What follows belongs to an exercise in optimizing a design on an open flow for small area, a short achievable clock period and few clock cycles; a production flow would make more cautious choices.
RTL that was checked went through simulation tests only; none was proved equivalent to the original.
No activity file was given, so power comes from the tool's default toggle rates.

Setup of P:
Design bc_rx_engine, start of the top module:
module bc_rx_engine (
    input  wire       clk,
    input  wire       rst,         
    input  wire       in_valid,
    output wire       in_ready,
    input  wire       in_kind,     
    input  wire [2:0] in_op,
    input  wire [7:0] in_data,
    output wire       out_valid,
    output wire [7:0] out_data,
    output wire       out_last,
    input  wire       out_ready
);
Size: ~1,100 flip-flops, roughly 44,000 µm² of cells after synthesis.
==> flow/config.mk <==
export PLATFORM = sky130hd
export DESIGN_NAME = bc_rx_engine
export DESIGN_NICKNAME = bc_rx_engine
export VERILOG_FILES = /design/flow/design.v
export SDC_FILE = /design/flow/constraint.sdc
export NUM_CORES = 4
export LEC_CHECK = 0
export CAP_MARGIN = 20
export CORE_MARGIN = 2
export CORE_UTILIZATION = 70
export CTS_BUF_LIST = sky130_fd_sc_hd__clkbuf_16
export CTS_CLUSTER_DIAMETER = 100
export CTS_CLUSTER_SIZE = 24
export SLEW_MARGIN = 20
==> flow/constraint.sdc <==
create_clock -name core_clock -period 12.0 [get_ports {clk}]
set_input_delay 2.4000 -clock core_clock [delete_from_list [all_inputs] [get_ports {clk}]]
set_output_delay 2.4000 -clock core_clock [all_outputs]
set_load 0.01 [all_outputs]
standard.sh (not shown) runs the stock make flow with config.mk's settings and CLKGATE_MAP_FILE= SYNTH_SCRIPT=/design/flow/synth_recipe.tcl, a recipe that flattens the netlist after the stock synthesis.
==> flow/flow/run.sh <==
#!/bin/bash
set -euo pipefail
bash standard.sh \
  "BUFFER_PORTS_ARGS=-buffer_cell sky130_fd_sc_hd__buf_2" \
  "SETUP_SLACK_MARGIN=${FLOW_SETUP_MARGIN:-8.5}" \
  finish > standard_finish.log 2>&1
Edits applied to the flow inputs when going from P to Q:
--- a/flow/design.v
+++ b/flow/design.v
@@ -7,19 +7,19 @@
     input  wire [2:0] in_op,
     input  wire [7:0] in_data,
     output wire       out_valid,
     output wire [7:0] out_data,
     output wire       out_last,
     input  wire       out_ready
 );
     localparam integer CAP = 97;
     localparam integer IW  = 7;             
-    localparam integer QD  = 4;             
+    localparam integer QD  = 3;             
     localparam integer QW  = 2;             
     localparam [7:0] MARKER = 8'h7A;
     localparam [7:0] ESCAPE = 8'h7B;
     localparam [2:0] OP_QFLAGS  = 3'd0;
     localparam [2:0] OP_POPD    = 3'd1;
     localparam [2:0] OP_POPDT   = 3'd2;
     localparam [2:0] OP_POPF    = 3'd3;
     localparam [2:0] OP_CLRD    = 3'd4;
     localparam [2:0] OP_CLRF    = 3'd5;
[summary]
- Summary — power, Q relative to P: lower, by 2.8%.
- In the tables for P and Q, post-route worst setup slack reads lower with P.
- Compared with P, Q ends up with a smaller final cell area.
- Q ends up with lower clock buffer count in the final layout than P does.
- Going from P to Q, final sequential cell count shrinks by about 2.5%.
- In the final design statistics, Q uses fewer standard cells in total than P.
- Q and P ended up with roughly the same layout overhead on the synthesized area.
Testbench counts of Q, summed over its fixed seeds: cycles 11,545.
The RTL of P was laid out without a check of its function.


Setup of job 104:
bc_rx_engine, a different RTL version from the one above (not shown whole).
Size in the first run: ~2400 cells after synthesis, about 990 flip-flops, ~27 I/O pins, roughly 41000 um^2 of cells after synthesis.
==> flow/config.mk <==
export PLATFORM = sky130hd
export DESIGN_NAME = bc_rx_engine
export DESIGN_NICKNAME = bc_rx_engine
export VERILOG_FILES = /design/flow/design.v
export SDC_FILE = /design/flow/constraint.sdc
export NUM_CORES = 4
export LEC_CHECK = 0
export CAP_MARGIN = 20
export CORE_MARGIN = 2
export CORE_UTILIZATION = 70
export CTS_BUF_LIST = sky130_fd_sc_hd__clkbuf_16
export CTS_CLUSTER_DIAMETER = 100
export CTS_CLUSTER_SIZE = 24
export SLEW_MARGIN = 20
==> flow/constraint.sdc <==
create_clock -name core_clock -period 12.0 [get_ports {clk}]
set_input_delay 2.4000 -clock core_clock [delete_from_list [all_inputs] [get_ports {clk}]]
set_output_delay 2.4000 -clock core_clock [all_outputs]
set_load 0.01 [all_outputs]
Scripts as last shown in full above: flow/flow/run.sh
Setup changes, job 104 to job 105
--- a/flow/design.v
+++ b/flow/design.v
@@ -284,22 +284,24 @@
     reg [1:0]    e_kind;
     reg [7:0]    e_byte;
     reg [IW-1:0] e_ptr;         
     reg [IW-1:0] e_cnt;         
     reg [1:0]    e_ph;
     reg          e_lc;          
     reg          e_blk;
     assign q_full = q_val[q_wp];
     reg       o_v;
     reg [7:0] o_d;
     reg       o_l;
+    reg [7:0] h_d;
+    reg       h_l;
     assign out_valid = o_v;
     assign out_data  = o_d;
     assign out_last  = o_l;
     wire pop  = o_v && out_ready;
     wire emit = e_v && (!o_v || out_ready);
     wire [7:0] rd_byte = ring[e_ptr];
     wire       e_read = e_ph[0];
     wire [7:0] e_alt  = (!e_ph[1] && e_kind != K_ONE) ? 8'h01 : e_byte;
     wire [7:0] e_data = e_read ? rd_byte : e_alt;
     reg        e_last;
     always @(*) begin
@@ -312,25 +314,32 @@
     end
     wire e_rng = e_v && (e_kind != K_ONE) && ((e_ph == E_HDR) || (e_ph == E_LEN) || (e_cnt != 0));
     always @(posedge clk) begin
         if (rst)
             o_v <= 1'b0;
         else if (emit)
             o_v <= 1'b1;
         else if (pop)
             o_v <= 1'b0;
     end
     always @(posedge clk) begin
-        if (emit) begin
-            o_d <= e_data;
-            o_l <= e_last;
+        o_d <= emit ? e_data : h_d;
+        o_l <= emit ? e_last : h_l;
+    end
+    always @(posedge clk) begin
+        if (rst) begin
+            h_d <= 8'h00;
+            h_l <= 1'b0;
+        end else if (emit) begin
+            h_d <= e_data;
+            h_l <= e_last;
         end
     end
     wire push   = opstep && a_out;
     wire e_done = emit && e_last;
     wire e_load = !e_v || e_done;
     wire q_take = e_load && q_val[q_rp];
     reg [QD-1:0] q_blk_nx;
     integer qi;
     always @(*) begin
         for (qi = 0; qi < QD; qi = qi + 1)
             q_blk_nx[qi] = q_blk[qi] ||
--- outcome ---
| net count of the finished layout | job 105 vs job 104 | about 4% higher |
Against job 104, job 105 comes in 0.63 points lower on sequential share of layout area.
Summary of job 105 over job 104: insertion delay to the later sink of the worst-skew pair flat; routed wire length up about 5%.
Across both runs, worst path arrival time was lower for job 105 than for job 104.
The number of detailed-route iterations in the first pass of job 105 and that of job 104 are within noise of each other.
Job 105 against job 104; number of global-route vias before repair is up by a few percent.
Higher die area among job 104 and job 105: job 105
Count of input and output buffers came out exactly the same in job 104 and job 105.
The final reports for job 105 and job 104 show number of rows in the core area higher in the former.
No functional check of the RTL was part of any run of this note.


== run A ==
bc_rx_engine, a different RTL version from the one above (not shown whole).
Size: ~3200 cells after synthesis, ~1000 flip-flops, ~27 I/O pins, roughly 0.042 mm^2 of cells after synthesis.
## bc_rx_engine
module bc_rx_engine (
    input  wire       clk,
    input  wire       rst,         
    input  wire       in_valid,
    output wire       in_ready,
    input  wire       in_kind,     
    input  wire [2:0] in_op,
    input  wire [7:0] in_data,
    output wire       out_valid,
    output wire [7:0] out_data,
    output wire       out_last,
    input  wire       out_ready
);
export LEC_CHECK = 0
export CAP_MARGIN = 20
export CORE_MARGIN = 2
export CORE_UTILIZATION = 40
export SLEW_MARGIN = 20
create_clock -name core_clock -period 12.0 [get_ports {clk}]
run.sh (not shown) runs the stock make flow with config.mk's settings and CLKGATE_MAP_FILE= SYNTH_SCRIPT=/design/flow/synth_recipe.tcl, a recipe that flattens the netlist after the stock synthesis.
Stock flow here: none of the scripts above is used.
Testbench counts of run A, summed over its fixed seeds: cycles 12,035.
Relative to run A, the following input files were edited for run B:
--- a/flow/design.v
+++ b/flow/design.v
@@ -286,31 +286,25 @@
     reg [1:0]    e_ph;
     reg          e_lc;          
     reg          e_blk;
     assign q_full = q_val[q_wp];
     reg       o_v, s_v;
     reg [7:0] o_d, s_d;
     reg       o_l, s_l;
     assign out_valid = o_v;
     assign out_data  = o_d;
     assign out_last  = o_l;
     wire pop  = o_v && out_ready;
     wire emit = e_v && !s_v;
-    reg  [7:0] rd_byte;
-    integer ri;
-    always @(*) begin
-        rd_byte = 8'h00;
-        for (ri = 0; ri < CAP; ri = ri + 1)
-            rd_byte = rd_byte | (ring[ri] & {8{e_ptr == ri}});
-    end
+    wire [7:0] rd_byte = ring[e_ptr];
     reg  [7:0] e_data;
     reg        e_last;
     reg        e_read;
     always @(*) begin
         e_read = 1'b0;
         case (e_ph)
             E_HDR: begin
                 e_data = (e_kind == K_ONE) ? e_byte : 8'h01;
                 e_last = (e_kind == K_ONE);
             end
             E_STA: begin
                 e_data = e_byte;
==> run summary <==
Diff run A and run B: combinational power higher in run B. From run A to run B the numbers moved as follows: maximum frequency up 9.9%; met3 demand-to-capacity share in global routing shrank by 5.3 points. Going from run A to run B, cell count shrank by more than 10%. Of the two values seen for worst setup path endpoint, o_d[4]$_DFFE_PP_ was produced by run B and o_d[3]$_DFFE_PP_ by run A. Wire length went down by more than a quarter going from run A to run B. Required time of the critical path, run A and run B: larger value in run B. Design area went down slightly going from run A to run B. Going from run A to run B, the combinational fraction of design power was found to have gone up by 0.3 points. Shortest period the worst path allows: run B lower than run A. The final reports for run B and run A show total number of sequential cells higher in the former. Looking at via count of the first global-routing pass, run B sits 5210 lower than run A does. Final weighted congestion of routability-driven global placement (run B over run A): decrease, 0.13.
Testbench counts of run B, summed over its fixed seeds: cycles 12,035.

-- port drivers added, routing unchanged --
The results above use ideal ports. As a check the final layouts listed here were re-extracted and re-timed, cells and wires unchanged. Step 1: set_driving_cell puts a clkbuf_16 on clk and a buf_2 on each other input, an assumption about the parent block. Step 2 also shifts input and output timing later by t, the mid clock arrival at the registers, as if the neighbouring blocks saw the same clock. a / b / c = no drivers / after step 1 / after step 2; a / b = the first two.
| run | t (ns) | setup slack, ns | worst setup path at the end |
|---|---|---|---|
| P | 0.693 | 8.431 / 8.395 / 7.922 | input to register |
| Q | 0.679 | 8.462 / 8.399 / 7.925 | input to register |
| job 104 | 0.692 | 8.263 / 8.201 / 7.944 | input to register |
| job 105 | 0.698 | 8.443 / 8.376 / 7.965 | input to register |
| run A | 0.742 | 7.229 / 7.229 / 7.229 | register to register |
| run B | 0.742 | 7.659 / 7.597 / 7.659 | register to register |
After both steps setup and hold are still met in every run listed. The setup slack of Q, which loses most, moves by -0.063 ns with the drivers and by -0.537 ns with both steps.
